From an optimization exercise on the open Yosys and OpenROAD flow, aimed at small area, a short achievable clock period and few clock cycles; shortcuts taken in it are not production practice. In this exercise RTL edits were held to simulation tests only and were not proved equivalent to the original.

==> flow/design.v <==
module radix_converter (
    input  wire       clk,
    input  wire       rst,         
    input  wire       in_we,
    input  wire [5:0] in_addr,
    input  wire [7:0] in_wdata,
    input  wire       start,
    input  wire [6:0] in_len,
    input  wire [8:0] src_base,
    input  wire [8:0] dst_base,
    output reg        busy,
    output reg        done,
    output reg        err,
    output reg  [7:0] errcode,
    output reg  [6:0] out_len,
    input  wire [5:0] out_addr,
    output wire [7:0] out_rdata
);
    localparam P  = 4;             
    localparam LP = 2;             
    localparam R4 = 2;             
    localparam [7:0] ERR_BASE     = 8'h02;
    localparam [7:0] ERR_DIGIT    = 8'h03;
    localparam [7:0] ERR_CAPACITY = 8'h07;
    reg [7:0] in_mem [0:63];       
    reg [7:0] mem    [0:63];       
    always @(posedge clk) begin
        if (in_we)
            in_mem[in_addr] <= in_wdata;
    end
    reg [8:0] a;                   
    reg [8:0] b;                   
    reg [5:0] olm1;                
    reg       pk;                  
    reg [3:0] aw;                  
    reg [3:0] bw;                  
    function [3:0] msb_pos;        
        input [8:0] v;
        integer i;
        begin
            msb_pos = 4'd0;
            for (i = 1; i < 9; i = i + 1)
                if (v[i]) msb_pos = i[3:0];
        end
    endfunction
    wire [3:0]  ea  = msb_pos(src_base);
    wire [3:0]  eb  = msb_pos(dst_base);
    wire [11:0] sa  = {src_base, 3'b000} >> ea;   
    wire [11:0] sb  = {dst_base, 3'b000} >> eb;
    wire [8:0]  low_mask = (ea > 4'd3) ? ((9'd1 << (ea - 4'd3)) - 9'd1) : 9'd0;
    wire        sticky   = ((src_base & low_mask) != 9'd0);
    wire [3:0]  mas = {1'b0, sa[2:0]} + {3'b0, sticky};
    wire [3:0]  tab = (mas == 4'd0) ? 4'd0 : (mas == 4'd8) ? 4'd8 : mas + 4'd1;
    wire [6:0]  la8 = {ea[2:0], 3'b000} + {3'b0, tab} + (ea[3] ? 7'd64 : 7'd0);
    wire [6:0]  lb8 = {eb[2:0], sb[2:0]} + (eb[3] ? 7'd64 : 7'd0);
    wire        a_p2 = ((src_base & (src_base - 9'd1)) == 9'd0);
    wire        b_p2 = ((dst_base & (dst_base - 9'd1)) == 9'd0);
    reg [9:0] e_num;               
    reg [6:0] e_den;
    reg [5:0] e_q;
    reg [1:0] e_cnt;
    wire      e_rdy = (e_cnt == 2'd0);
    wire [3:0]  e_sh1 = {1'b0, e_cnt, 1'b0} - 4'd1;
    wire [3:0]  e_sh2 = {1'b0, e_cnt, 1'b0} - 4'd2;
    wire [15:0] e_sub1 = {9'd0, e_den} << e_sh1;
    wire [15:0] e_sub2 = {9'd0, e_den} << e_sh2;
    wire        e_q1  = ({6'd0, e_num} >= e_sub1);
    wire [9:0]  e_n1  = e_q1 ? e_num - e_sub1[9:0] : e_num;
    wire        e_q2  = ({6'd0, e_n1} >= e_sub2);
    wire [9:0]  e_n2  = e_q2 ? e_n1 - e_sub2[9:0] : e_n1;
    reg  [7:0] dptr;               
    reg  [7:0] din;                
    wire       dreal = !dptr[7];
    wire [5:0] daddr = busy ? dptr[5:0] : (in_len[5:0] - 6'd1);
    wire [7:0] dval  = in_mem[daddr];
    wire [7:0] dval0 = dval;
    wire       dge   = (a[8] == 1'b0) && (dval >= a[7:0]);    
    wire [6:0] pad   = (7'd0 - in_len) & (P - 1);               
    reg        rd_on;              
    reg        lastp;              
    reg [7:0]  rj;                 
    reg [7:0]  s_prev;             
    reg [6:0]  len_done;           
    reg [6:0]  gleft;              
    reg        ovf;                
    wire [6:0] len_eff;            
    wire [7:0] s_need  = {1'b0, len_eff} + {2'b0, e_q};
    reg        fp;                 
    reg        e_le;               
    wire       rd_last = rd_on && ((rj == P - 1 && fp && e_le) ||
                                   (rj >= P && e_rdy && rj + 8'd1 >= s_need));
    wire       byp0    = (s_prev == P);       
    wire       byp1    = (s_prev == P + 1);   
    wire       rd_fin  = rd_last && lastp;
    wire       hbad    = rd_on && (rj < P) && dreal && dge;
    reg        bad0;               
    reg [7:0] tx [0:P];
    reg       tv [0:P];
    reg       tf [0:P];            
    reg       tl [0:P];            
    reg       tz [0:P];            
    reg [7:0] pc [0:P-1];          
    wire [5:0] rd_idx = busy ? rj[5:0] : (olm1 - out_addr);
    wire [7:0] rd_val = mem[rd_idx];
    assign out_rdata  = rd_val;
    reg  [7:0] jw;
    reg  [7:0] len_acc;
    wire [7:0] jw_cur  = tf[P] ? 8'd0 : jw + 8'd1;
    wire       w_nz    = (tx[P] != 8'd0);
    wire [7:0] len_cur = w_nz ? jw_cur + 8'd1 : (tf[P] ? 8'd0 : len_acc);
    wire       ovf_cur = ovf || (tv[P] && w_nz && jw_cur[7:6] != 2'b00);
    wire [6:0] len_fin = ovf_cur ? 7'd64 : len_cur[6:0];
    assign     len_eff = (tv[P] && tl[P]) ? len_fin : len_done;
    wire [7:0] chain_or;
    wire       h_zero  = lastp && rd_on && (rj >= P + 1) && ({1'b0, rj} >= {2'b0, len_done})
                         && (chain_or == 8'd0);
    wire       h_end   = (tv[P] && tz[P]) || h_zero;
    wire [9:0]  b2 = {b, 1'b0};
    wire [10:0] b3 = {b, 1'b0} + {2'b0, b};
    wire [7:0]  or_x [0:P];
    wire [7:0]  pe_r [0:P-1];      
    assign or_x[0] = tx[0];
    genvar k;
    generate
        for (k = 0; k < P; k = k + 1) begin : pe
            wire [7:0]  dsel = tf[k] ? din : 8'd0;
            wire [16:0] t    = tx[k] * a + {9'd0, dsel} + {9'd0, pc[k]};
            wire [7:0]  q;
            wire [7:0]  r;
            radix_converter_div #(.R4(R4)) u_div (.t(t), .b(b), .b2(b2), .b3(b3), .q(q), .r(r));
            assign pe_r[k] = r;
            always @(posedge clk) begin
                pc[k]    <= tv[k] ? q : 8'd0;
                tx[k+1]  <= r;
            end
            if (k < P - 1) begin : o
                assign or_x[k+1] = or_x[k] | tx[k+1] | pc[k];
            end else begin : o
                assign or_x[k+1] = or_x[k] | pc[k];
            end
        end
    endgenerate
    assign chain_or = or_x[P];
    reg        p_rd;               
    reg        p_more;             
    reg [7:0]  p_ir;               
    reg [3:0]  p_in;               
    reg [7:0]  p_or;               
    reg [3:0]  p_on_n;             
    reg [6:0]  p_j;                
    reg        p_j64;              
    reg [6:0]  p_len;
    wire       p_on   = busy && pk;
    wire       p_have = (p_in != 4'd0) || p_rd;
    wire       p_flush = !p_have && !p_more && (p_on_n != 4'd0);
    wire       p_step = p_have || p_flush;
    wire [7:0] p_src  = (p_in != 4'd0) ? p_ir : din;
    wire       p_bit  = p_have & p_src[0];
    wire [3:0] p_in1  = p_have ? ((p_in != 4'd0) ? p_in : aw) - 4'd1 : 4'd0;
    wire [7:0] p_ins  = 8'd1 << (bw - 4'd1);
    wire [7:0] p_or1  = (p_or >> 1) | (p_bit ? p_ins : 8'd0);
    wire       p_emit = p_on && p_step && (p_on_n + 4'd1 == bw);
    wire       p_issue = p_on && p_more && (p_in1 == 4'd0);
    wire       p_bad  = p_on && p_rd && (p_in == 4'd0) && ((din >> aw) != 8'd0);
    wire       p_ovf  = ovf || (p_emit && p_j64 && p_or1 != 8'd0);
    wire       p_end  = p_on && !p_have && !p_more && (p_on_n == 4'd0);
    wire [7:0] p_dig  = p_or1;
    integer m;
    always @(posedge clk) begin
        for (m = 0; m < P; m = m + 1) begin
            tf[m+1] <= tf[m];
            tl[m+1] <= tl[m];
            tz[m+1] <= tz[m];
        end
    end
    wire fin    = busy && (pk ? p_end : h_end);
    wire fin_ov = pk ? ovf : ovf_cur;
    wire [7:0] fin_len = pk ? {1'b0, p_len} : len_cur;
    always @(posedge clk) begin
        if (rst) begin
            busy    <= 1'b0;
            done    <= 1'b0;
            err     <= 1'b0;
            errcode <= 8'h00;
            out_len <= 7'd0;
            olm1    <= 6'd0;
            rd_on   <= 1'b0;
            for (m = 0; m <= P; m = m + 1)
                tv[m] <= 1'b0;
        end else begin
            for (m = 0; m < P; m = m + 1)
                tv[m+1] <= tv[m];
            tv[0] <= rd_on;
            if (!busy) begin
                if (start) begin
                    done    <= 1'b0;
                    err     <= 1'b0;
                    errcode <= 8'h00;
                    out_len <= 7'd0;
                    if (in_len > 7'd64) begin
                        done    <= 1'b1;
                        err     <= 1'b1;
                        errcode <= ERR_CAPACITY;
                    end else if (src_base < 9'd2 || src_base > 9'd256 ||
                                 dst_base < 9'd2 || dst_base > 9'd256) begin
                        done    <= 1'b1;
                        err     <= 1'b1;
                        errcode <= ERR_BASE;
                    end else begin
                        busy  <= 1'b1;
                        rd_on <= !(a_p2 && b_p2 && in_len != 7'd0);
                        tv[0] <= !(a_p2 && b_p2 && in_len != 7'd0);
                    end
                end
            end else if (hbad || p_bad || bad0) begin
                busy    <= 1'b0;
                done    <= 1'b1;
                err     <= 1'b1;
                errcode <= ERR_DIGIT;
                rd_on   <= 1'b0;
                for (m = 0; m <= P; m = m + 1)
                    tv[m] <= 1'b0;
            end else begin
                if (rd_fin)
                    rd_on <= 1'b0;
                if (fin) begin
                    busy  <= 1'b0;
                    done  <= 1'b1;
                    rd_on <= 1'b0;
                    for (m = 0; m <= P; m = m + 1)
                        tv[m] <= 1'b0;
                    if (fin_ov) begin
                        err     <= 1'b1;
                        errcode <= ERR_CAPACITY;
                    end else begin
                        out_len <= (fin_len == 8'd0) ? 7'd1 : fin_len[6:0];
                        olm1    <= (fin_len == 8'd0) ? 6'd0 : fin_len[5:0] - 6'd1;
                    end
                end
            end
        end
    end
    always @(posedge clk) begin
        if (!busy) begin
            a        <= src_base;
            b        <= dst_base;
            pk       <= a_p2 && b_p2 && (in_len != 7'd0);
            aw       <= ea;
            bw       <= eb;
            rj       <= 8'd1;
            fp       <= 1'b1;
            e_le     <= (la8 <= lb8);
            s_prev   <= 8'd0;
            len_done <= 7'd0;
            gleft    <= (in_len == 7'd0) ? 7'd1 : ({1'b0, in_len} + P - 1) >> LP;
            lastp    <= (in_len <= P);
            ovf      <= 1'b0;
            e_num    <= ({3'b0, la8} << LP) + {3'b0, lb8} - 10'd1;
            e_den    <= lb8;
            e_q      <= 6'd0;
            e_cnt    <= 2'd3;
            p_in     <= 4'd0;
            p_or     <= 8'd0;
            p_on_n   <= 4'd0;
            p_j      <= 7'd0;
            p_j64    <= 1'b0;
            p_len    <= 7'd0;
            bad0     <= 1'b0;
            if (a_p2 && b_p2 && in_len != 7'd0) begin
                din    <= dval0;
                p_rd   <= 1'b1;
                p_more <= (in_len != 7'd1);
                dptr   <= {1'b0, in_len} - 8'd2;
            end else begin
                din    <= (in_len != 7'd0 && pad == 7'd0) ? in_mem[0] : 8'd0;
                bad0   <= (in_len != 7'd0 && pad == 7'd0) && (src_base <= {1'b0, in_mem[0]});
                dptr   <= (in_len == 7'd0) ? (8'd1 - P) : (8'd1 - {1'b0, pad});
            end
        end else if (pk) begin
            p_rd <= p_issue;
            if (p_issue) begin
                din    <= dval;
                dptr   <= dptr - 8'd1;
                p_more <= (dptr != 8'd0);
            end
            if (p_step) begin
                p_ir   <= p_src >> 1;
                p_in   <= p_in1;
                p_or   <= p_emit ? 8'd0 : p_or1;
                p_on_n <= p_emit ? 4'd0 : p_on_n + 4'd1;
            end
            if (p_emit) begin
                p_j   <= p_j + 7'd1;
                if (p_j == 7'd63)
                    p_j64 <= 1'b1;
                if (p_dig != 8'd0 && !p_j64)
                    p_len <= p_j + 7'd1;
                ovf   <= p_ovf;
            end
        end else begin
            if (!e_rdy) begin
                e_num <= e_n2;
                e_q   <= {e_q[3:0], e_q1, e_q2};
                e_cnt <= e_cnt - 2'd1;
            end
            if (rd_last) begin
                fp     <= 1'b0;
                rj     <= 8'd0;
                s_prev <= rj + 8'd1;
                gleft  <= gleft - 7'd1;
                lastp  <= (gleft == 7'd2);
            end else begin
                rj <= rj + 8'd1;
            end
            if (rd_on && rj < P) begin
                din  <= dreal ? dval : 8'd0;
                dptr <= dptr + 8'd1;
            end
            if (tv[P]) begin
                jw      <= jw_cur;
                len_acc <= len_cur;
                ovf     <= ovf_cur;
                if (tl[P])
                    len_done <= len_fin;
            end
        end
        if (!busy) begin
            tx[0] <= 8'd0;
            tf[0] <= 1'b1;
            tl[0] <= 1'b0;
            tz[0] <= 1'b0;
        end else begin
            tx[0] <= (rd_on && rj < s_prev && rj < 8'd64) ?
                     (byp0 ? pe_r[P-1] : byp1 ? tx[P] : rd_val) : 8'd0;
            tf[0] <= (rj == 8'd0);
            tl[0] <= rd_last;
            tz[0] <= rd_fin;
        end
    end
    wire       w_h  = busy && !pk && tv[P] && jw_cur[7:6] == 2'b00;
    wire       w_p  = p_emit && !p_j64;
    always @(posedge clk) begin
        if (w_h || w_p)
            mem[pk ? p_j[5:0] : jw_cur[5:0]] <= pk ? p_dig : tx[P];
    end
endmodule
module radix_converter_div #(
    parameter R4 = 2
) (
    input  wire [16:0] t,
    input  wire [8:0]  b,
    input  wire [9:0]  b2,
    input  wire [10:0] b3,
    output wire [7:0]  q,
    output wire [7:0]  r
);
    wire [16:0] rem [0:8];
    assign rem[8] = t;
    genvar j, i;
    generate
        for (j = 0; j < R4; j = j + 1) begin : r4
            localparam LP = 6 - 2 * j;
            wire [10:0] hi = rem[LP+2][LP+10:LP];
            wire [11:0] d1 = {1'b0, hi} - {3'b0, b};
            wire [11:0] d2 = {1'b0, hi} - {2'b0, b2};
            wire [11:0] d3 = {1'b0, hi} - {1'b0, b3};
            wire [10:0] nh = !d3[11] ? d3[10:0] : !d2[11] ? d2[10:0] : !d1[11] ? d1[10:0] : hi;
            assign q[LP+1] = !d2[11];
            assign q[LP]   = !d3[11] | (d2[11] & !d1[11]);
            assign rem[LP+1] = 17'd0;
            if (LP > 0) begin : m
                assign rem[LP] = {{(6-LP){1'b0}}, nh, rem[LP+2][LP-1:0]};
            end else begin : m
                assign rem[LP] = {6'd0, nh};
            end
        end
        for (i = 7 - 2 * R4; i >= 0; i = i - 1) begin : r2
            wire [9:0]  hi = rem[i+1][i+9:i];
            wire [10:0] d  = {1'b0, hi} - {2'b0, b};
            assign q[i] = ~d[10];
            if (i > 0) begin : m
                assign rem[i] = d[10] ? rem[i+1] : {{(7-i){1'b0}}, d[9:0], rem[i+1][i-1:0]};
            end else begin : m
                assign rem[i] = d[10] ? rem[i+1] : {7'd0, d[9:0]};
            end
        end
    endgenerate
    assign r = rem[0][7:0];
endmodule
==> flow/flow/run.sh <==
#!/bin/bash
set -euo pipefail
bash standard.sh SETUP_SLACK_MARGIN=20 finish > flow_standard.log 2>&1
==> flow/standard.sh <==
#!/bin/bash
# synth_recipe.tcl (not shown) runs the flow's synth.tcl, then flattens the netlist and writes it again
# the make line also repeats each setting of config.mk as NAME=value (left out here)
make -C /OpenROAD-flow-scripts/flow DESIGN_CONFIG=/design/flow/config.mk WORK_HOME=/design/flow/orfs CLKGATE_MAP_FILE= SYNTH_SCRIPT=/design/flow/synth_recipe.tcl "${@:-finish}"
==> flow/config.mk <==
export PLATFORM = sky130hd
export DESIGN_NAME = radix_converter
export DESIGN_NICKNAME = radix_converter
export VERILOG_FILES = /design/flow/design.v
export SDC_FILE = /design/flow/constraint.sdc
export NUM_CORES = 4
export LEC_CHECK = 0
export CAP_MARGIN = 20
export CORE_MARGIN = 2
export CORE_UTILIZATION = 55
export CTS_BUF_LIST = sky130_fd_sc_hd__clkbuf_8
export CTS_CLUSTER_SIZE = 24
export SLEW_MARGIN = 20
==> flow/constraint.sdc <==
create_clock -name core_clock -period 40.0 [get_ports {clk}]
set_input_delay 8.0000 -clock core_clock [delete_from_list [all_inputs] [get_ports {clk}]]
set_output_delay 8.0000 -clock core_clock [all_outputs]
set_load 0.01 [all_outputs]
==> results.sh, run 1 <==
export IMPL_run_status="finished clean"
export IMPL_max_cap_violations=0
export IMPL_hp_class="reg -> reg"
export IMPL_syn_area_um2=85100
export IMPL_final_cell_mix="edfxtp_1, ha_1, inv_1, nand2_1, nor2_1"
export IMPL_nNetsFinal=8665
export IMPL_num_vias=59800
export IMPL_antenna_found_initial=19
export IMPL_slew_headroom_pct=31.8
export IMPL_num_rows=144
export IMPL_crit_fanout=32
export IMPL_required_ps=32000
export IMPL_crit_path_cell_trace="clkdlybuf4s50_1 > ha_1 > inv_1 > fa_1 > mux2i_4 > buf_16 > mux4_2 > nor2b_1 > a211oi_2 > a211oi_1 > a211oi_1 > a21oi_2 > clkdlybuf4s50_1"
export IMPL_worst_pin_slew_ps=1020
export IMPL_yosys_warnings=8
export IMPL_hold_viol=0
export IMPL_firstDrtPassIters=6
export IMPL_cts_hold_fix_buffers=0
export IMPL_cp_end_kind="primary output"
export IMPL_cts_tree="yes"
export IMPL_die_h_um=397
export IMPL_crit_arrival_ps=12010
export IMPL_start_util_pct=55.3
export IMPL_setup_viol_count_final=0
export IMPL_period_needed_ps=20010
export IMPL_rsz0062_at_grt="yes"
export IMPL_grt_pass1_wl_um=365000
export IMPL_layout_commonest_cell="edfxtp_1"
export IMPL_grtUsageTotal_pct=30.5
export IMPL_synthCells=7458
export IMPL_totalWireLength_um=243000
export IMPL_antenna_left=0
export IMPL_grt_pass1_vias=59500
export IMPL_port_buffers=69
export IMPL_drt_initial_drc_count=4880
export IMPL_seq_area_frac_synth_pct=43.3
export IMPL_slowest_stage="clkdlybuf4s50_1"
export IMPL_critical_path_class="in -> out"
export IMPL_clock_tree_buffer_depth=3
export IMPL_synth_edf_count=1113
export IMPL_h_tree_depth=4
export IMPL_fin_skew_ps=135
export IMPL_cp_top_family="buffers and inverters"
export IMPL_clockRootBuffer="clkbuf_8"
export IMPL_drive_gt1_share_pct=13.5
export IMPL_core_um2=154000
export IMPL_start_kind="primary input"
export IMPL_fin_crit_sh_pct=50.0
export IMPL_clock_sinks=1287
export IMPL_die_w_um=397
export IMPL_tns_ps=0
export IMPL_ioPinCount=75
export IMPL_async_flop_share_pct=0
export IMPL_finish_instance_area_um2=94400
export IMPL_place_ws_ps=18210
export IMPL_die_area_um2=158000
export IMPL_synthFlopType="edfxtp_1"
export IMPL_fin_ws_ps=19990
export IMPL_syn_to_final_growth_pct=10.9
export IMPL_gp_congestion=0.926
export IMPL_slew_violations=0
export IMPL_clock_latency_ps=1010
export IMPL_max_freq_mhz=50.0
export IMPL_placed_area_um2=88200
export IMPL_wl_per_cell_um=24.6
export IMPL_path_buf_inv=4
export IMPL_syn_avg_cell_area_um2=11.4
export IMPL_ys_ff_latch=1287
export IMPL_drcViolationCount=0
export IMPL_grt_max_degree=98
export IMPL_ys_types=125
export IMPL_cpPeakStageDelay_ps=570
export IMPL_grt_ovfl_total=0
export IMPL_via_per_inst=6.06
export IMPL_cts_buffers=216
export IMPL_clk_pin_slew_worst_paths_ps=60
export IMPL_place_hpwl_um=167000
kinds of logic (layout without fill, tap and decap cells):
| logic type | after synthesis | in the layout | synth area share, % |
|---|---|---|---|
| adder cells (fa/ha/maj) | 975 | 975 | 16.7 |
| buffers and inverters | 858 | 1213 | 3.90 |
| AO/OA/AOI/OAI | 1563 | 1563 | 12.2 |
| XOR/XNOR | 372 | 372 | 3.83 |
| flip-flops | 1287 | 1287 | 43.3 |
| AND/OR/NAND/NOR | 1943 | 1943 | 11.1 |
| multiplexers | 459 | 460 | 8.89 |
| other | 1 | 12 | 0.00440 |
synth_stat cells (all sizes together) (153+ instances only):
cell type  count  area (um^2)
and2         232         1450
fa           266         5330
xor2         153         1340
edfxtp      1113        33400
mux4         225         5070
clkbuf       210          788
ha           706         8830
xnor2        219         1920
o21ai        284         1430
inv          571         2140
dfxtp        174         3480
nand2        592         2230
nor2b        153          957
a21o         172         1290
a21oi        448         2270
nor2         484         1820
worst register-to-register path, delay by kind of cell (launching register included):
family	cells	cell delay, ps
muxes	7	2280
xor gates and xnor gates	1	290
AOI/OAI and AO/OA	41	8220
adders and majority gates	12	4920
DFF	1	360
buffers and inverters	10	1280
and+or+nand+nor	12	1620
through the flow:
| step | instances | hold WS (ps) | utilization, % |
|---|---|---|---|
| floorplan | 7462 | 310 | - |
| global placement | 9379 | 314 | 57.3 |
| global route | 9867 | 334 | 61.3 |
| finish | 9869 | 322 | 61.3 |
| CTS | 9805 | 319 | 60.6 |
| detailed placement | 9379 | 312 | 57.3 |
flip-flops by register name (all words and copies together) (netlist names), 9 cells and up:
register  count
in_mem      512
mem         512
tx           40
pc           32
e_num        10
a             9
b             9
cell type report:
cell class	count	area, um^2
clock inverters	170	1260
fillers	12600	59500
flip-flops and latches	1287	36900
repair buffers	248	2390
multi-input cells	5318	46000
inverters	573	2160
clock buffers	222	3060
diodes	7	17.5
well taps	2044	2560
per-layer routing:
metal  track usage [%]  wire [um]  vias up
met2              49.5     114000     1893
met5                 0         75        -
li1                  -          -    27700
met3              5.67      16600      419
met1              41.0     103000    29700
met4              11.4       9380       14
final timing paths:
path                                     end  slack (ps)   startpoint  depth (start not counted)
worst max-delay path            out_rdata[4]       19990  out_addr[0]                         13
worst max register to register      tx[2][6]       20850         a[3]                         83
worst min register to register         tl[3]         320        tl[2]                          0
worst min-delay path                   tl[3]         320        tl[2]                          0
what timing repair did:
item,in CTS,in global routing
gates resized for setup,83,145
pin swaps,6,26
endpoints found under the hold margin,0,0
gates cloned,7,2
endpoints found under the setup margin,52,51
setup buffers,27,55
Testbench counts, summed over its fixed seeds: cycles 37,272.
==> run 2, diff against run 1 <==
==> flow/flow/run.sh (replaced) <==
#!/bin/bash
set -euo pipefail
bash standard.sh SETUP_SLACK_MARGIN=21 "BUFFER_PORTS_ARGS=-buffer_cell sky130_fd_sc_hd__buf_4" finish > flow_standard.log 2>&1
==> flow/config.mk (replaced) <==
export PLATFORM = sky130hd
export DESIGN_NAME = radix_converter
export DESIGN_NICKNAME = radix_converter
export VERILOG_FILES = /design/flow/design.v
export SDC_FILE = /design/flow/constraint.sdc
export NUM_CORES = 4
export LEC_CHECK = 0
export CAP_MARGIN = 10
export CORE_MARGIN = 2
export CORE_UTILIZATION = 40
export SLEW_MARGIN = 10
==> run 2 against run 1 <==
Against the previous run: via count increased by 0.69%; synthesized cell count unchanged; critical path depth increased by 4; routed wire length increased by 0.25%; cell area increased by 3.1%; non-clock buffer count increased by 73; sequential share of layout area decreased by 1.2 points; critical path type unchanged.
==> results.sh, run 2 <==
export IMPL_run_status="finished clean"
export IMPL_slew_violations=0
export IMPL_grt_ovfl_total=0
export IMPL_grtUsageMet2_pct=35.4
export IMPL_crit_fanout=20
export IMPL_max_freq_mhz=52.7
export IMPL_crit_reg2reg_launch="a[3]"
export IMPL_h_tree_depth=4
export IMPL_required_ps=32000
export IMPL_r2r_end="tx[2][1]"
export IMPL_async_flop_share_pct=0
export IMPL_cp_end_kind="primary output"
export IMPL_antenna_found_initial=9
export IMPL_die_w_um=465
export IMPL_rsz0062_at_grt="yes"
export IMPL_hold_worst_slack_ps=326
export IMPL_cts_tree="yes"
export IMPL_hold_viol=0
export IMPL_grt_pass1_vias=59200
export IMPL_drcViolationCount=0
export IMPL_hold_path_depth=0
export IMPL_slew_headroom_pct=19.4
export IMPL_num_vias=60200
export IMPL_totalWireLength_um=244000
export IMPL_ioPinCount=75
export IMPL_core_um2=212000
export IMPL_syn_avg_cell_area_um2=11.4
export IMPL_layout_commonest_cell="edfxtp_1"
export IMPL_fillCellCount=19300
export IMPL_final_cell_mix="edfxtp_1, ha_1, nand2_1, inv_1, nor2_1"
export IMPL_critical_path_class="in -> out"
export IMPL_layout_cells_non_filler=10600
export IMPL_met3_usage_pct=2.80
export IMPL_cpPeakStageDelay_ps=380
export IMPL_rr_worst_depth=83
export IMPL_gp_congestion=0.896
export IMPL_place_hpwl_um=165000
export IMPL_drt_initial_drc_count=4788
export IMPL_clock_sinks=1287
export IMPL_crit_arrival_ps=10970
export IMPL_reg2reg_slack_ps=21820
export IMPL_worst_pin_slew_ps=1200
export IMPL_clockRootBuffer="clkbuf_16"
export IMPL_grtUsageTotal_pct=21.9
export IMPL_synthFlopType="edfxtp_1"
export IMPL_via_per_inst=5.69
export IMPL_slowest_stage="fa_2"
export IMPL_yosys_warnings=8
export IMPL_hp_class="reg -> reg"
export IMPL_wl_per_cell_um=23.0
export IMPL_fin_ws_ps=21030
export IMPL_place_ws_ps=18790
export IMPL_port_buffers=69
export IMPL_grt_pass1_wl_um=365000
export IMPL_start_util_pct=40.2
export IMPL_grt_use_met1_pct=30.8
export IMPL_clock_tree_buffer_depth=3
export IMPL_worstHoldStart="tz[3]"
export IMPL_clk_pin_slew_worst_paths_ps=60
export IMPL_seq_area_frac_synth_pct=43.3
export IMPL_post_route_util_pct=45.9
export IMPL_synth_common_cells="edfxtp_1, ha_1, nand2_1"
export IMPL_busiest_layer="met2"
export IMPL_finish_instance_area_um2=97300
export IMPL_ys_types=125
export IMPL_nNetsFinal=8661
export IMPL_min_to="tz[4]"
export IMPL_max_cap_violations=0
export IMPL_period_needed_ps=18970
export IMPL_dpl_cell_count=10200
export IMPL_syn_area_um2=85100
export IMPL_setup_viol_count_final=0
export IMPL_syn_to_final_growth_pct=14.3
export IMPL_synth_edf_count=1113
export IMPL_die_h_um=465
export IMPL_die_area_um2=217000
export IMPL_clock_latency_ps=820
export IMPL_ys_top_cells_by_area="edfxtp_1, ha_1, fa_1, mux4_2, dfxtp_1"
export IMPL_synthMostInstantiatedCell="edfxtp_1"
export IMPL_drive_gt1_share_pct=16.1
export IMPL_yosysTopAreaCell="edfxtp_1"
export IMPL_cts_buffers=139
export IMPL_yosysTopAreaCellShare_pct=39.3
export IMPL_start_kind="primary input"
export IMPL_ys_ff_latch=1287
export IMPL_grt_max_degree=97
export IMPL_firstDrtPassIters=6
export IMPL_synthCells=7458
export IMPL_placed_area_um2=89000
export IMPL_fin_skew_ps=74.2
export IMPL_antenna_left=0
export IMPL_num_rows=169
export IMPL_fin_crit_sh_pct=47.4
export IMPL_tns_ps=0
export IMPL_crit_path_cell_trace="buf_4 > ha_4 > inv_2 > fa_2 > xnor2_4 > o21ai_4 > buf_6 > buf_16 > bufbuf_16 > nand2_1 > a31oi_1 > a211oi_2 > a31oi_2 > a21oi_1 > a21oi_2 > buf_6 > buf_4"
## run 2: final cells by class
type                       instances  area [um^2]  share of cell area, %
timing repair buffer             321         3160                   3.25
sequential                      1287        36900                   38.0
inverter                         573         2160                   2.22
clock buffer                     165         3620                   3.72
clock inverter                    89         1050                   1.08
tap                             2821         3530                   3.63
antenna                            4         10.0                 0.0103
multi-input combinational       5318        46800                   48.1
## run 2: worst max-delay path, delay by kind of cell
kind | cells | cell delay (ps)
AO/OA/AOI/OAI | 6 | 1170
buffers and inverters | 7 | 1020
adder cells (fa/ha/maj) | 2 | 490
XOR/XNOR | 1 | 200
AND/OR/NAND/NOR | 1 | 70
## run 2: cell families after synthesis
group,after synthesis,share of synthesized area (%)
adders and majority gates,975,16.7
DFF,1287,43.3
other,1,0.00440
buffers and inverters,858,3.90
AOI/OAI and AO/OA,1563,12.2
muxes,459,8.89
and+or+nand+nor,1943,11.1
xor gates and xnor gates,372,3.83
## run 2: worst max path at each step
stage                     start            to  slack, ps  cells past startpoint
global placement    out_addr[0]  out_rdata[1]      19280                     15
detailed placement         a[3]      tx[0][3]      18790                     87
global route               a[3]      tx[1][5]      20860                     92
CTS                 out_addr[0]  out_rdata[0]      20960                     16
finish              out_addr[0]  out_rdata[7]      21030                     17
floorplan           out_addr[0]  out_rdata[4]      21030                     10
## run 2: layer usage
layer  routed length, um  vias up
li1                    -    27700
met1              109000    30300
met2              113000     1830
met3               14300      331
met4                6710        2
met5                   8        -
## run 2: what timing repair did
item / 4_1_cts / 5_1_grt
hold endpoints to repair: 0 / 0
cloned: 15 / 6
hold buffers: 0 / 0
pin swaps: 40 / 82
resized for setup: 171 / 258
endpoints found under the setup margin: 52 / 52
buffers inserted: 66 / 77
==> run 3, diff against run 2 <==
--- a/flow/design.v
+++ b/flow/design.v
@@ -20,3 +20,3 @@
     localparam LP = 2;             
-    localparam R4 = 2;             
+    localparam R4 = 0;             
     localparam [7:0] ERR_BASE     = 8'h02;
--- a/flow/config.mk
+++ b/flow/config.mk
@@ -7,2 +7,3 @@
 export LEC_CHECK = 0
+export ABC_AREA = 1
 export CAP_MARGIN = 10
==> run 3 against run 2 <==
Against the previous run: register-to-register slack improved by 140 ps; synthesized cell count grew 22%; sequential share of layout area is 0.77 points higher; sequential cell count is the same; worst hold slack about the same; non-clock buffer count is 26 higher; first-iteration DRC count up 15%; fmax shrank 0.11%; cell count up 15%; critical path type unchanged; largest cell class unchanged.
==> results.sh, run 3 <==
export IMPL_run_status="finished clean"
export IMPL_yosys_warnings=8
export IMPL_rsz0062_at_grt="yes"
export IMPL_synth_edf_count=1113
export IMPL_syn_avg_cell_area_um2=9.15
export IMPL_num_rows=167
export IMPL_synthCells=9106
export IMPL_worst_pin_slew_ps=1150
export IMPL_crit_path_cell_trace="buf_6 > ha_4 > inv_4 > fa_2 > clkinv_4 > o21ai_4 > buf_12 > buf_16 > clkbuf_16 > o21ai_0 > o22ai_1 > nand2_1 > a21oi_1 > nor3_2 > a21oi_1 > inv_1 > o21ai_4 > buf_4"
export IMPL_antenna_found_initial=13
export IMPL_cts_buffers=140
export IMPL_drcViolationCount=0
export IMPL_hp_class="reg -> reg"
export IMPL_async_flop_share_pct=0
export IMPL_synthMostInstantiatedCell="nand2_1"
export IMPL_syn_to_final_growth_pct=14.5
export IMPL_clk_pin_slew_worst_paths_ps=50
export IMPL_die_h_um=460
export IMPL_totalWireLength_um=242000
export IMPL_rr_worst_depth=116
export IMPL_crit_arrival_ps=11000
export IMPL_slowest_stage="fa_2"
export IMPL_clockRootBuffer="clkbuf_16"
export IMPL_clock_latency_ps=810
export IMPL_die_area_um2=212000
export IMPL_firstDrtPassIters=6
export IMPL_cts_tree="yes"
export IMPL_critical_path_class="in -> out"
export IMPL_hold_worst_slack_ps=326
export IMPL_grt_ovfl_total=0
export IMPL_cpPeakStageDelay_ps=650
export IMPL_drt_initial_drc_count=5512
export IMPL_via_per_inst=5.42
export IMPL_synth_common_cells="nand2_1, inv_1, edfxtp_1"
export IMPL_h_tree_depth=4
export IMPL_max_freq_mhz=52.6
export IMPL_drive_gt1_share_pct=11.8
export IMPL_grt_pass1_vias=63200
export IMPL_fin_crit_sh_pct=47.5
export IMPL_final_cell_mix="nand2_1, inv_1, edfxtp_1, nor2_1, o21ai_0"
export IMPL_wl_per_cell_um=19.9
export IMPL_yosysTopAreaCell="edfxtp_1"
export IMPL_hold_viol=0
export IMPL_fin_skew_ps=75.7
export IMPL_core_um2=207000
export IMPL_yosysTopAreaCellShare_pct=40.1
export IMPL_layout_commonest_cell="nand2_1"
export IMPL_grt_max_degree=201
export IMPL_tns_ps=0
export IMPL_cts_hold_fix_buffers=0
export IMPL_period_needed_ps=19000
export IMPL_gp_congestion=0.865
export IMPL_clock_sinks=1287
export IMPL_required_ps=32000
export IMPL_syn_area_um2=83300
export IMPL_fillCellCount=19500
export IMPL_ioPinCount=75
export IMPL_cp_end_kind="primary output"
export IMPL_place_hpwl_um=157000
export IMPL_antenna_left=0
export IMPL_clock_tree_buffer_depth=3
export IMPL_crit_fanout=11
export IMPL_grtUsageTotal_pct=21.9
export IMPL_setup_viol_count_final=0
export IMPL_grt_pass1_wl_um=364000
export IMPL_ys_types=75
export IMPL_num_vias=65900
export IMPL_hold_path_depth=0
export IMPL_slew_violations=0
export IMPL_start_util_pct=40.2
export IMPL_synthFlopType="edfxtp_1"
export IMPL_ys_ff_latch=1287
export IMPL_slew_headroom_pct=23.6
export IMPL_seq_area_frac_synth_pct=44.3
export IMPL_start_kind="primary input"
export IMPL_die_w_um=460
export IMPL_nNetsFinal=10200
export IMPL_ys_top_cells_by_area="edfxtp_1, ha_1, nand2_1, fa_1, inv_1"
export IMPL_max_cap_violations=0
export IMPL_port_buffers=69
## run 3: cell count changes after synthesis, moves of 140 or more
cell and delta:
nor2_1 +396, mux2i_1 -140, nand3_1 +336, and2_1 -221
a21o_1 -156, nand2_1 +916, inv_1 +715, nor2b_1 -153
mux4_2 -225, o21ai_0 +569
## run 3: critical path: cells and delay by family
family                   cells  cell delay (ps)
adder cells (fa/ha/maj)      2              780
AO/OA/AOI/OAI                6              960
buffers and inverters        8             1030
AND/OR/NAND/NOR              2              170
## run 3: area by class of cell
class,count,area [um^2],area share [%]
clock buffer,173,3670,3.85
timing repair inverter,1,8.76,0.00919
tap,2788,3490,3.66
antenna,4,10.0,0.0105
clock inverter,86,1040,1.09
inverter,1295,4950,5.20
sequential,1287,36900,38.7
multi-input combinational,6171,41900,44.0
timing repair buffer,347,3340,3.51
## run 3: cells by family (layout without fill, tap and decap cells)
family	count (synthesis)	count (layout)	synth area share, %
simple gates	3135	3140	16.4
flops	1287	1287	44.3
fa+ha+maj	873	873	15.4
other cells	1	9	0.00450
buf+inv	1659	1902	7.72
mux	2	2	0.0255
compound gates	1852	1854	13.0
xor+xnor	297	297	3.12
## run 3: worst paths after layout
kind	from	to	slack, ps
worst max-delay path	out_addr[0]	out_rdata[5]	21000
worst min-delay path	tz[2]	tz[3]	330
worst max register to register	a[5]	tx[2][5]	21960
worst min register to register	tz[2]	tz[3]	330
## run 3: layer usage
metal,up-vias,wire (um),track usage (%)
li1,31200,-,-
met4,12,6100,6.22
met3,357,16200,2.95
met1,32200,107000,30.5
met5,-,73,0
met2,2150,113000,35.4
## run 3: timing repair
| item | CTS | global route |
|---|---|---|
| buffers inserted | 41 | 152 |
| endpoints found under the setup margin | 52 | 52 |
| gates resized for setup | 183 | 336 |
| endpoints found under the hold margin | 0 | 0 |
| pin swaps | 21 | 125 |
| gates cloned | 10 | 14 |
## run 3: metrics by stage
step	std cells	util [%]	setup WS, ps	area, um^2
detailed placement	11700	41.8	19130	86500
global route	12200	46.0	20700	95300
CTS	12000	44.6	20950	92400
finish	12200	46.0	21000	95300
global placement	11700	41.8	19210	86500
floorplan	9110	-	21620	83300
Testbench counts of run 3, summed over its fixed seeds: cycles 37,272.
==> run 4, diff against run 3 <==
--- a/flow/config.mk
+++ b/flow/config.mk
@@ -11,2 +11,3 @@
 export CORE_UTILIZATION = 40
+export GPL_TIMING_DRIVEN = 1
 export SLEW_MARGIN = 10
==> run 4 against run 3 <==
Against the previous run: fmax stayed put; global-route usage unchanged; clock skew unchanged; synthesized cell count unchanged; core utilization did not move; cell count unchanged; sequential cell count stayed put; register-to-register slack about the same; worst hold slack is the same; sequential share of layout area unchanged; largest cell class unchanged.
==> results.sh, run 4 <==
export IMPL_synth_mux_area_share_pct=0.0255
export IMPL_die_w_um=460
export IMPL_cpPeakStageDelay_ps=650
export IMPL_rr_worst_depth=116
export IMPL_h_tree_depth=4
export IMPL_setup_viol_count_final=0
export IMPL_yosys_warnings=8
export IMPL_synth_top_family_by_area="simple AND/OR/NAND/NOR gates"
export IMPL_final_cell_mix="nand2_1, inv_1, edfxtp_1, nor2_1, o21ai_0"
export IMPL_yosysTopAreaCell="edfxtp_1"
export IMPL_firstDrtPassIters=6
export IMPL_path_buf_inv=8
export IMPL_grt_max_degree=201
export IMPL_drt_initial_drc_count=5512
export IMPL_drcViolationCount=0
export IMPL_grtUsageTotal_pct=21.9
export IMPL_clockRootBuffer="clkbuf_16"
export IMPL_grt_pass1_vias=63200
export IMPL_slew_headroom_pct=23.6
export IMPL_grt_ovfl_total=0
export IMPL_wl_per_cell_um=19.9
export IMPL_synthCells=9106
export IMPL_cp_depth=18
export IMPL_hp_class="reg -> reg"
export IMPL_period_needed_ps=19000
export IMPL_clock_tree_buffer_depth=3
export IMPL_place_hpwl_um=157000
export IMPL_via_per_inst=5.42
export IMPL_antenna_left=0
export IMPL_clock_latency_ps=810
export IMPL_antenna_found_initial=13
export IMPL_multi_input_area_um2=41900
export IMPL_start_util_pct=40.2
export IMPL_crit_fanout=11
export IMPL_max_cap_violations=0
export IMPL_synthAdderAreaFrac_pct=15.4
export IMPL_reg2reg_slack_ps=21960
export IMPL_run_status="finished clean"
export IMPL_start_kind="primary input"
export IMPL_r2r_end="tx[2][5]"
export IMPL_synth_simple_gate_area_share_pct=16.4
export IMPL_crit_path_cell_trace="buf_6 > ha_4 > inv_4 > fa_2 > clkinv_4 > o21ai_4 > buf_12 > buf_16 > clkbuf_16 > o21ai_0 > o22ai_1 > nand2_1 > a21oi_1 > nor3_2 > a21oi_1 > inv_1 > o21ai_4 > buf_4"
export IMPL_cts_hold_fix_buffers=0
export IMPL_endpoint="out_rdata[5]"
export IMPL_cp_end_kind="primary output"
export IMPL_finish_instance_area_um2=95300
export IMPL_hold_viol=0
export IMPL_syn_avg_cell_area_um2=9.15
export IMPL_critical_path_class="in -> out"
export IMPL_ioPinCount=75
export IMPL_cp_startpoint="out_addr[0]"
export IMPL_syn_to_final_growth_pct=14.5
export IMPL_seq_area_frac_synth_pct=44.3
export IMPL_gp_congestion=0.865
export IMPL_slew_violations=0
export IMPL_totalWireLength_um=242000
export IMPL_crit_arrival_ps=11000
export IMPL_layout_commonest_cell="nand2_1"
export IMPL_synth_compound_area_share_pct=13.0
export IMPL_required_ps=32000
export IMPL_die_area_um2=212000
export IMPL_synthMostInstantiatedCell="nand2_1"
export IMPL_cts_tree="yes"
export IMPL_crit_reg2reg_launch="a[5]"
export IMPL_worst_pin_slew_ps=1150
export IMPL_hold_worst_slack_ps=326
export IMPL_fillCellCount=19500
export IMPL_grt_pass1_wl_um=364000
export IMPL_ys_ff_latch=1287
export IMPL_tns_ps=0
export IMPL_synthFlopType="edfxtp_1"
export IMPL_cp_top_family="buffers and inverters"
export IMPL_rsz0062_at_grt="yes"
export IMPL_regArea_um2=36900
export IMPL_port_buffers=69
export IMPL_clock_sinks=1287
export IMPL_nNetsFinal=10200
export IMPL_clk_pin_slew_worst_paths_ps=50
export IMPL_die_h_um=460
export IMPL_fin_crit_sh_pct=47.5
export IMPL_synth_xor_area_share_pct=3.12
export IMPL_max_freq_mhz=52.6
export IMPL_placed_area_um2=86500
export IMPL_async_flop_share_pct=0
export IMPL_synth_common_cells="nand2_1, inv_1, edfxtp_1"
export IMPL_cts_buffers=140
export IMPL_yosysTopAreaCellShare_pct=40.1
export IMPL_synth_edf_count=1113
export IMPL_ys_types=75
export IMPL_drive_gt1_share_pct=11.8
export IMPL_ys_top_cells_by_area="edfxtp_1, ha_1, nand2_1, fa_1, inv_1"
export IMPL_core_um2=207000
export IMPL_syn_area_um2=83300
export IMPL_num_vias=65900
export IMPL_num_rows=167
export IMPL_slowest_stage="fa_2"
export IMPL_fin_skew_ps=75.7
run 4: cell counts in the layout (fill, tap and decap cells not counted):
Identical to the previous run, type by type.
run 4: worst min path at each step:
stage | from | cells past startpoint | slack [ps] | to
2_1_floorplan | tl[0] | 0 | 310 | tl[1]
3_3_place_gp | tz[1] | 0 | 310 | tz[2]
3_5_place_dp | tz[2] | 0 | 310 | tz[3]
4_1_cts | tz[2] | 0 | 330 | tz[3]
5_1_grt | tl[3] | 0 | 330 | tl[4]
6_report | tz[2] | 0 | 330 | tz[3]
run 4: metrics by stage:
| stage | worst slack [ps] | utilization (%) | instances |
|---|---|---|---|
| finish | 21000 | 46.0 | 12200 |
| global placement | 19210 | 41.8 | 11700 |
| CTS | 20950 | 44.6 | 12000 |
| detailed placement | 19130 | 41.8 | 11700 |
| global route | 20700 | 46.0 | 12200 |
| floorplan | 21620 | - | 9110 |
run 4: metal layers:
layer,share of wire [%],track usage (%),wire length [um]
met5,0.030,0,73
met4,2.5,6.22,6100
met3,6.7,2.95,16200
met2,46,35.4,113000
met1,44,30.5,107000
run 4: what timing repair did:
action,in CTS,in global routing
endpoints found under the setup margin,52,52
pin swaps,21,125
setup buffers,41,152
resized for setup,183,336
gates cloned,10,14
run 4: logic make-up (layout without fill, tap and decap cells):
family,Yosys count,after routing
and+or+nand+nor,3135,3140
xor gates and xnor gates,297,297
buffers and inverters,1659,1902
muxes,2,2
AOI/OAI and AO/OA,1852,1854
other,1,9
adders and majority gates,873,873
DFF,1287,1287
run 4: final cells by class:
type	instances	share of cell area, %
repair inverters	1	0.00919
flip-flops and latches	1287	38.7
multi-input cells	6171	44.0
diodes	4	0.0105
clock buffers	173	3.85
repair buffers	347	3.51
clock inverters	86	1.09
inverters	1295	5.20
well taps	2788	3.66
run 4: worst register-to-register path, delay by kind of cell (launching register included):
kind	cells	cell delay, ps
adders and majority gates	14	5260
xor gates and xnor gates	1	180
and+or+nand+nor	43	4280
AOI/OAI and AO/OA	42	6440
DFF	1	400
buffers and inverters	16	1390
==> run 5, diff against run 4 <==
--- a/flow/config.mk
+++ b/flow/config.mk
@@ -11,3 +11,4 @@
 export CORE_UTILIZATION = 40
-export GPL_TIMING_DRIVEN = 1
+export CTS_CLUSTER_DIAMETER = 120
+export CTS_CLUSTER_SIZE = 20
 export SLEW_MARGIN = 10
==> run 5 against run 4 <==
Against the previous run: worst hold slack improved by 7.3 ps; non-clock buffer count rose by 5; cell count fell by 1.1%; core utilization fell by 1.1 points; register-to-register slack got worse by 120 ps; synthesized area did not move; critical path type unchanged.
==> results.sh, run 5 <==
export IMPL_num_rows=167
export IMPL_drcViolationCount=0
export IMPL_grt_max_degree=201
export IMPL_firstDrtPassIters=7
export IMPL_cts_buffers=76
export IMPL_async_flop_share_pct=0
export IMPL_yosys_warnings=8
export IMPL_die_w_um=460
export IMPL_final_cell_mix="nand2_1, inv_1, edfxtp_1, nor2_1, o21ai_0"
export IMPL_max_freq_mhz=52.6
export IMPL_antenna_found_initial=13
export IMPL_syn_to_final_growth_pct=11.7
export IMPL_die_h_um=460
export IMPL_drt_initial_drc_count=5785
export IMPL_seq_area_frac_synth_pct=44.3
export IMPL_synth_mux_area_share_pct=0.0255
export IMPL_slew_violations=0
export IMPL_wl_per_cell_um=20.2
export IMPL_synth_common_cells="nand2_1, inv_1, edfxtp_1"
export IMPL_synthFlopType="edfxtp_1"
export IMPL_antenna_left=0
export IMPL_grt_pass1_wl_um=361000
export IMPL_run_status="finished clean"
export IMPL_synthAdderAreaFrac_pct=15.4
export IMPL_clock_sinks=1287
export IMPL_grtUsageTotal_pct=21.6
export IMPL_critical_path_class="in -> out"
export IMPL_fin_skew_ps=31.9
export IMPL_clockRootBuffer="clkbuf_16"
export IMPL_slew_headroom_pct=20.5
export IMPL_clock_tree_buffer_depth=3
export IMPL_yosysTopAreaCellShare_pct=40.1
export IMPL_tns_ps=0
export IMPL_h_tree_depth=3
export IMPL_synth_xor_area_share_pct=3.12
export IMPL_synthMostInstantiatedCell="nand2_1"
export IMPL_clk_pin_slew_worst_paths_ps=90
export IMPL_port_buffers=69
export IMPL_yosysTopAreaCell="edfxtp_1"
export IMPL_hp_class="reg -> reg"
export IMPL_gp_congestion=0.865
export IMPL_drive_gt1_share_pct=10.8
export IMPL_worst_pin_slew_ps=1190
export IMPL_setup_viol_count_final=0
export IMPL_synth_compound_area_share_pct=13.0
export IMPL_max_cap_violations=0
export IMPL_nNetsFinal=10100
export IMPL_via_per_inst=5.47
export IMPL_totalWireLength_um=243000
export IMPL_rsz0062_at_grt="yes"
export IMPL_ys_top_cells_by_area="edfxtp_1, ha_1, nand2_1, fa_1, inv_1"
export IMPL_clock_latency_ps=740
export IMPL_cts_tree="yes"
export IMPL_period_needed_ps=19010
export IMPL_core_um2=207000
export IMPL_num_vias=65800
export IMPL_ys_types=75
export IMPL_hold_viol=0
export IMPL_cp_end_kind="primary output"
export IMPL_synthCells=9106
export IMPL_grt_pass1_vias=62300
export IMPL_place_hpwl_um=157000
export IMPL_dpl_cell_count=11700
export IMPL_required_ps=32000
export IMPL_syn_avg_cell_area_um2=9.15
export IMPL_start_util_pct=40.2
export IMPL_grt_ovfl_total=0
export IMPL_ys_ff_latch=1287
export IMPL_cts_hold_fix_buffers=0
export IMPL_synth_top_family_by_area="simple AND/OR/NAND/NOR gates"
export IMPL_fin_crit_sh_pct=47.5
export IMPL_die_area_um2=212000
export IMPL_syn_area_um2=83300
export IMPL_layout_cells_non_filler=12000
export IMPL_synth_simple_gate_area_share_pct=16.4
export IMPL_crit_arrival_ps=11010
export IMPL_ioPinCount=75
export IMPL_crit_fanout=10
export IMPL_synth_edf_count=1113
export IMPL_layout_commonest_cell="nand2_1"
export IMPL_start_kind="primary input"
[run 5: logic make-up (layout without fill, tap and decap cells)]
| kind of cell | after synthesis | after routing |
|---|---|---|
| xor+xnor | 297 | 297 |
| other cells | 1 | 9 |
| compound gates | 1852 | 1855 |
| fa+ha+maj | 873 | 873 |
| buf+inv | 1659 | 1767 |
| simple gates | 3135 | 3139 |
| mux | 2 | 2 |
| flops | 1287 | 1287 |
[run 5: per-layer routing]
metal | wire (um) | share of wire, % | GRT usage, % | vias up
li1 | - | - | - | 31000
met3 | 16200 | 6.7 | 2.69 | 325
met2 | 113000 | 46 | 35.0 | 2207
met4 | 5920 | 2.4 | 5.77 | 12
met5 | 69 | 0.028 | 0 | -
met1 | 108000 | 44 | 30.5 | 32300
[run 5: final timing paths]
check | start | endpoint | slack, ps | cells past startpoint
worst min-delay path | tz[1] | tz[2] | 330 | 0
worst min register to register | tz[1] | tz[2] | 330 | 0
worst max register to register | a[5] | tx[2][3] | 21840 | 114
worst max-delay path | out_addr[0] | out_rdata[4] | 20990 | 14
[run 5: cell type report]
type                    instances  area [um^2]
flip-flops and latches       1287        36900
diodes                          4         10.0
repair inverters                5         58.8
well taps                    2788         3490
clock inverters                12          258
fillers                     19600       114000
inverters                    1295         4960
clock buffers                 103         2010
multi-input cells            6171        41900
repair buffers                352         3450
[run 5: what timing repair did]
action	CTS	global route
pin swaps	21	121
resized for setup	183	337
cloned	9	25
buffers inserted	40	152
setup endpoints to repair	52	52
[run 5: worst max-delay path, stage by stage]
cell      delay, ps
buf_4            90
ha_4            120
inv_2            50
fa_2            650
clkinv_4        120
buf_4           170
o21ai_2         460
o21ai_0         190
o221ai_1        240
a21oi_1         170
o31ai_2         380
o21ai_2         170
inv_2            80
buf_4           110
[run 5: metrics by stage]
step	area, um^2	utilization (%)	hold WS (ps)	setup WS (ps)
2_1_floorplan	83300	-	310	21620
3_3_place_gp	86500	41.8	313	19210
3_5_place_dp	86500	41.8	312	19130
4_1_cts	89900	43.4	310	20970
5_1_grt	93100	44.9	336	20650
6_report	93100	44.9	333	20990
==> run 6, diff against run 5 <==
--- a/flow/config.mk
+++ b/flow/config.mk
@@ -10,3 +10,3 @@
 export CORE_MARGIN = 2
-export CORE_UTILIZATION = 40
+export CORE_UTILIZATION = 50
 export CTS_CLUSTER_DIAMETER = 120
==> run 6 against run 5 <==
Against the previous run: still clean; die area is 20% lower; critical endpoint unchanged; critical path type unchanged; synthesized area is the same; sequential cell count unchanged.
==> results.sh, run 6 <==
export IMPL_cp_end_kind="primary output"
export IMPL_place_hpwl_um=161000
export IMPL_drcViolationCount=0
export IMPL_clock_sinks=1287
export IMPL_synth_edf_count=1113
export IMPL_totalWireLength_um=241000
export IMPL_slew_violations=0
export IMPL_core_um2=165000
export IMPL_drive_gt1_share_pct=10.2
export IMPL_cts_buffers=76
export IMPL_path_buf_inv=9
export IMPL_fin_crit_sh_pct=47.4
export IMPL_period_needed_ps=18960
export IMPL_rsz0062_at_grt="no"
export IMPL_syn_avg_cell_area_um2=9.15
export IMPL_grt_pass1_vias=63400
export IMPL_synthMostInstantiatedCell="nand2_1"
export IMPL_start_util_pct=50.4
export IMPL_die_h_um=412
export IMPL_synth_common_cells="nand2_1, inv_1, edfxtp_1"
export IMPL_placed_area_um2=85800
export IMPL_max_freq_mhz=52.8
export IMPL_grt_pass1_wl_um=366000
export IMPL_ys_ff_latch=1287
export IMPL_die_area_um2=170000
export IMPL_ys_types=75
export IMPL_yosys_warnings=8
export IMPL_cp_top_family="compound AO/OA/AOI/OAI gates"
export IMPL_grtUsageTotal_pct=27.8
export IMPL_max_cap_violations=0
export IMPL_die_w_um=412
export IMPL_crit_fanout=13
export IMPL_hold_viol=0
export IMPL_clock_tree_buffer_depth=3
export IMPL_yosysTopAreaCellShare_pct=40.1
export IMPL_port_buffers=69
export IMPL_num_rows=149
export IMPL_critPathMostFrequentCell="inv_2"
export IMPL_yosysTopAreaCell="edfxtp_1"
export IMPL_critical_path_class="in -> out"
export IMPL_gp_congestion=0.937
export IMPL_cpPeakStageDelay_ps=420
export IMPL_syn_area_um2=83300
export IMPL_setup_viol_count_final=0
export IMPL_dpl_cell_count=11100
export IMPL_async_flop_share_pct=0
export IMPL_grt_max_degree=100
export IMPL_tns_ps=0
export IMPL_synthFlopType="edfxtp_1"
export IMPL_slowest_stage="fa_1"
export IMPL_nNetsFinal=10100
export IMPL_finish_instance_area_um2=91700
export IMPL_place_ws_ps=18990
export IMPL_antenna_found_initial=8
export IMPL_grt_ovfl_total=0
export IMPL_fin_ws_ps=21040
export IMPL_ioPinCount=75
export IMPL_worst_pin_slew_ps=1200
export IMPL_clockRootBuffer="clkbuf_16"
export IMPL_slew_headroom_pct=19.5
export IMPL_required_ps=32000
export IMPL_clk_pin_slew_worst_paths_ps=90
export IMPL_wl_per_cell_um=21.1
export IMPL_hp_class="reg -> reg"
export IMPL_clock_latency_ps=740
export IMPL_ys_top_cells_by_area="edfxtp_1, ha_1, nand2_1, fa_1, inv_1"
export IMPL_start_kind="primary input"
export IMPL_num_vias=64900
export IMPL_cts_hold_fix_buffers=0
export IMPL_seq_area_frac_synth_pct=44.3
export IMPL_syn_to_final_growth_pct=10.1
export IMPL_synthCells=9106
export IMPL_crit_arrival_ps=10960
export IMPL_run_status="finished clean"
export IMPL_cts_tree="yes"
export IMPL_firstDrtPassIters=5
export IMPL_layout_cells_non_filler=11400
export IMPL_drt_initial_drc_count=5160
export IMPL_via_per_inst=5.70
export IMPL_crit_path_cell_trace="buf_4 > ha_1 > inv_2 > fa_1 > inv_2 > o21ai_4 > buf_12 > inv_6 > buf_16 > buf_16 > o21ai_0 > o221ai_2 > a21oi_1 > o31ai_2 > o21ai_2 > inv_2 > buf_4"
export IMPL_final_cell_mix="nand2_1, inv_1, edfxtp_1, nor2_1, o21ai_0"
export IMPL_fin_skew_ps=58.7
export IMPL_h_tree_depth=3
export IMPL_layout_commonest_cell="nand2_1"
export IMPL_antenna_left=0
[run 6: cell count changes in the layout (fill, tap and decap cells not counted), sizes merged]
cell	before	now
nand2	1585	1587
bufbuf	3	7
buf	336	322
o21ai	849	846
diode	4	1
clkbuf	116	91
inv	1295	1299
clkinv	14	12
nand3b	11	10
[run 6: timing repair]
item                                    4_1_cts  5_1_grt
gates cloned                                 14        7
pin swaps                                    28       87
buffers inserted                             47      126
resized for setup                           190      264
endpoints found under the setup margin       52       52
[run 6: per-layer routing]
metal	track usage, %	wire length, um
met2	47.4	117000
met4	10.4	9540
met3	4.20	15200
met1	35.6	98500
met5	0	55
[run 6: worst paths after layout]
kind	start	to	slack [ps]	cells after the start
setup / recovery	out_addr[0]	out_rdata[4]	21040	17
hold / removal	tz[1]	tz[2]	320	0
setup reg to reg	a[6]	pc[0][0]	22100	115
hold reg to reg	tz[1]	tz[2]	320	0
[run 6: stage by stage]
stage	hold slack (ps)	util (%)
after floorplan	310	-
after global placement	316	51.9
after detailed placement	313	51.9
after CTS	311	54.1
after global routing	331	55.5
final	315	55.5
[run 6: layout make-up]
cell class / count / area (um^2)
fill: 14800 / 73500
multi-input combinational: 6169 / 41700
sequential: 1287 / 36900
inverter: 1295 / 4930
timing repair buffer: 333 / 3110
tap: 2189 / 2740
clock buffer: 87 / 1940
clock inverter: 16 / 300
timing repair inverter: 3 / 26.3
antenna: 1 / 2.50
[run 6: worst reg2reg max path: cells and delay by family (launching register included)]
kind                       cells  cell delay (ps)
buffers and inverters         16             1570
adders and majority gates     14             5360
and+or+nand+nor               41             4040
DFF                            1              410
xor gates and xnor gates       1              180
AOI/OAI and AO/OA             43             6230
[run 6: cell families after synthesis]
kind of cell               count (synthesis)  share of synthesized area [%]
muxes                                      2                         0.0255
AOI/OAI and AO/OA                       1852                           13.0
DFF                                     1287                           44.3
buffers and inverters                   1659                           7.72
and+or+nand+nor                         3135                           16.4
xor gates and xnor gates                 297                           3.12
adders and majority gates                873                           15.4
other                                      1                        0.00450
==> run 7, diff against run 6 <==
--- a/flow/config.mk
+++ b/flow/config.mk
@@ -10,3 +10,3 @@
 export CORE_MARGIN = 2
-export CORE_UTILIZATION = 50
+export CORE_UTILIZATION = 60
 export CTS_CLUSTER_DIAMETER = 120
==> run 7 against run 6 <==
Against the previous run: fmax is essentially flat; first-iteration DRC count grew 24%; die area shrank 17%; critical path depth grew 2; sequential cell count is the same; via count grew 1.3%; cell count shrank 3.5%; largest cell class unchanged; highest routed layer unchanged.
==> results.sh, run 7 <==
export IMPL_run_status="finished clean"
export IMPL_gp_congestion=0.939
export IMPL_synthMostInstantiatedCell="nand2_1"
export IMPL_totalWireLength_um=241000
export IMPL_multi_input_area_um2=41800
export IMPL_yosysTopAreaCell="edfxtp_1"
export IMPL_cp_end_kind="primary output"
export IMPL_synth_edf_count=1113
export IMPL_diodes=0
export IMPL_synthCells=9106
export IMPL_antenna_left=0
export IMPL_regArea_um2=36900
export IMPL_core_um2=138000
export IMPL_grt_pass1_wl_um=362000
export IMPL_tns_ps=0
export IMPL_critPathMostFrequentCell="inv_1"
export IMPL_drt_initial_drc_count=6408
export IMPL_crit_fanout=47
export IMPL_clk_pin_slew_worst_paths_ps=90
export IMPL_fin_crit_sh_pct=47.4
export IMPL_drive_gt1_share_pct=10.3
export IMPL_async_flop_share_pct=0
export IMPL_setup_viol_count_final=0
export IMPL_grtUsageTotal_pct=33.0
export IMPL_start_util_pct=60.5
export IMPL_num_vias=65700
export IMPL_num_rows=136
export IMPL_drcViolationCount=0
export IMPL_grt_pass1_vias=62200
export IMPL_clock_tree_buffer_depth=3
export IMPL_clock_sinks=1287
export IMPL_slew_headroom_pct=22.8
export IMPL_clock_latency_ps=710
export IMPL_die_area_um2=142000
export IMPL_seq_area_frac_synth_pct=44.3
export IMPL_port_buffers=69
export IMPL_crit_arrival_ps=10960
export IMPL_cts_buffers=77
export IMPL_grt_ovfl_total=0
export IMPL_ys_ff_latch=1287
export IMPL_ys_types=75
export IMPL_nNetsFinal=10100
export IMPL_finish_instance_area_um2=91100
export IMPL_syn_avg_cell_area_um2=9.15
export IMPL_worst_pin_slew_ps=1150
export IMPL_via_per_inst=5.98
export IMPL_fillCellCount=11400
export IMPL_clockRootBuffer="clkbuf_16"
export IMPL_hp_class="reg -> reg"
export IMPL_grt_max_degree=162
export IMPL_synth_common_cells="nand2_1, inv_1, edfxtp_1"
export IMPL_wl_per_cell_um=21.9
export IMPL_hold_worst_slack_ps=332
export IMPL_final_cell_mix="nand2_1, inv_1, edfxtp_1, nor2_1, o21ai_0"
export IMPL_critical_path_class="in -> out"
export IMPL_path_buf_inv=8
export IMPL_layout_commonest_cell="nand2_1"
export IMPL_synthFlopType="edfxtp_1"
export IMPL_yosysTopAreaCellShare_pct=40.1
export IMPL_cts_tree="yes"
export IMPL_slew_violations=0
export IMPL_yosys_warnings=8
export IMPL_crit_path_cell_trace="buf_4 > ha_1 > inv_1 > fa_1 > nand2_1 > inv_1 > nor2_1 > o21ai_2 > nand2_2 > buf_12 > inv_4 > buf_12 > nand2_1 > nand3_1 > nand3_1 > o31ai_1 > o21ai_2 > inv_1 > buf_4"
export IMPL_die_h_um=377
export IMPL_fin_skew_ps=34.1
export IMPL_firstDrtPassIters=8
export IMPL_cts_hold_fix_buffers=0
export IMPL_slowest_stage="fa_1"
export IMPL_ioPinCount=75
export IMPL_rsz0062_at_grt="yes"
export IMPL_placed_area_um2=85200
export IMPL_antenna_found_initial=9
export IMPL_place_hpwl_um=159000
export IMPL_cp_top_family="buffers and inverters"
export IMPL_die_w_um=377
export IMPL_required_ps=32000
export IMPL_h_tree_depth=3
export IMPL_max_cap_violations=0
export IMPL_hold_viol=0
export IMPL_cpPeakStageDelay_ps=410
export IMPL_start_kind="primary input"
export IMPL_max_freq_mhz=52.7
export IMPL_syn_area_um2=83300
export IMPL_ys_top_cells_by_area="edfxtp_1, ha_1, nand2_1, fa_1, inv_1"
export IMPL_period_needed_ps=18960
export IMPL_syn_to_final_growth_pct=9.31
## run 7: worst paths after layout
path / start / end / slack [ps] / cells past startpoint
worst max-delay path: out_addr[0] / out_rdata[1] / 21040 / 19
worst min-delay path: tl[2] / tl[3] / 330 / 0
worst max register to register: a[5] / tx[0][3] / 21970 / 118
worst min register to register: tl[2] / tl[3] / 330 / 0
## run 7: metal layers
metal / wire (um) / track usage, % / up-vias
li1: - / - / 30900
met3: 19900 / 4.23 / 464
met2: 110000 / 52.5 / 2574
met4: 8400 / 10.1 / 16
met5: 94 / 0 / -
met1: 102000 / 47.4 / 31800
## run 7: cells by family (layout without fill, tap and decap cells)
group / after synthesis / after routing / synth area share (%)
xor+xnor: 297 / 297 / 3.12
simple gates: 3135 / 3138 / 16.4
other cells: 1 / 5 / 0.00450
flops: 1287 / 1287 / 44.3
mux: 2 / 2 / 0.0255
buf+inv: 1659 / 1736 / 7.72
fa+ha+maj: 873 / 873 / 15.4
compound gates: 1852 / 1852 / 13.0
## run 7: cell type report
class                      instances  area share [%]
sequential                      1287            40.6
timing repair buffer             316            3.17
inverter                        1295            5.44
multi-input combinational       6167            45.9
clock inverter                    14           0.206
timing repair inverter             1         0.00962
clock buffer                     110            2.25
tap                             1794            2.47
## run 7: per-stage QoR
stage               setup WS, ps  instances  util (%)
floorplan                  21620       9110         -
global placement           19040      10700      61.9
detailed placement         18700      10700      61.9
CTS                        21000      10800      64.2
global route               20770      11000      66.1
finish                     21040      11000      66.1
## run 7: timing repair
action / CTS / global route
endpoints found under the setup margin: 52 / 52
pin swaps: 15 / 81
cloned: 7 / 9
gates resized for setup: 154 / 317
buffers inserted: 34 / 135

-- re-timing with driven ports --
No port has a modelled driver above. Below, the same layouts with a new extraction and two added sets of constraints. Step 1: set_driving_cell puts a clkbuf_16 on clk and a buf_2 on each other input, an assumption about the parent block. Step 2 also shifts input and output timing later by t, the mid clock arrival at the registers, as if the neighbouring blocks saw the same clock. a / b / c = ideal / step 1 / step 2; a / b = the first two.
run	t, ns	setup WS [ns]	worst setup path after step 2	slew at the worst register clock pin (ns)	worst slew at a driven data input, ns
run 1	1.026	19.986 / 19.964 / 19.964	input to output	0.08 / 0.08	0.19
run 2	0.863	21.025 / 21.001 / 21.001	input to output	0.09 / 0.09	0.23
run 3	0.860	21.005 / 20.968 / 20.968	input to output	0.08 / 0.08	0.19
run 4	0.860	21.005 / 20.968 / 20.968	input to output	0.08 / 0.08	0.19
run 5	0.798	20.995 / 20.970 / 20.970	input to output	0.10 / 0.10	0.18
run 6	0.788	21.044 / 21.022 / 21.022	input to output	0.10 / 0.10	0.19
run 7	0.778	21.041 / 21.017 / 21.017	input to output	0.10 / 0.10	0.17
After both steps every run listed still meets setup and hold.
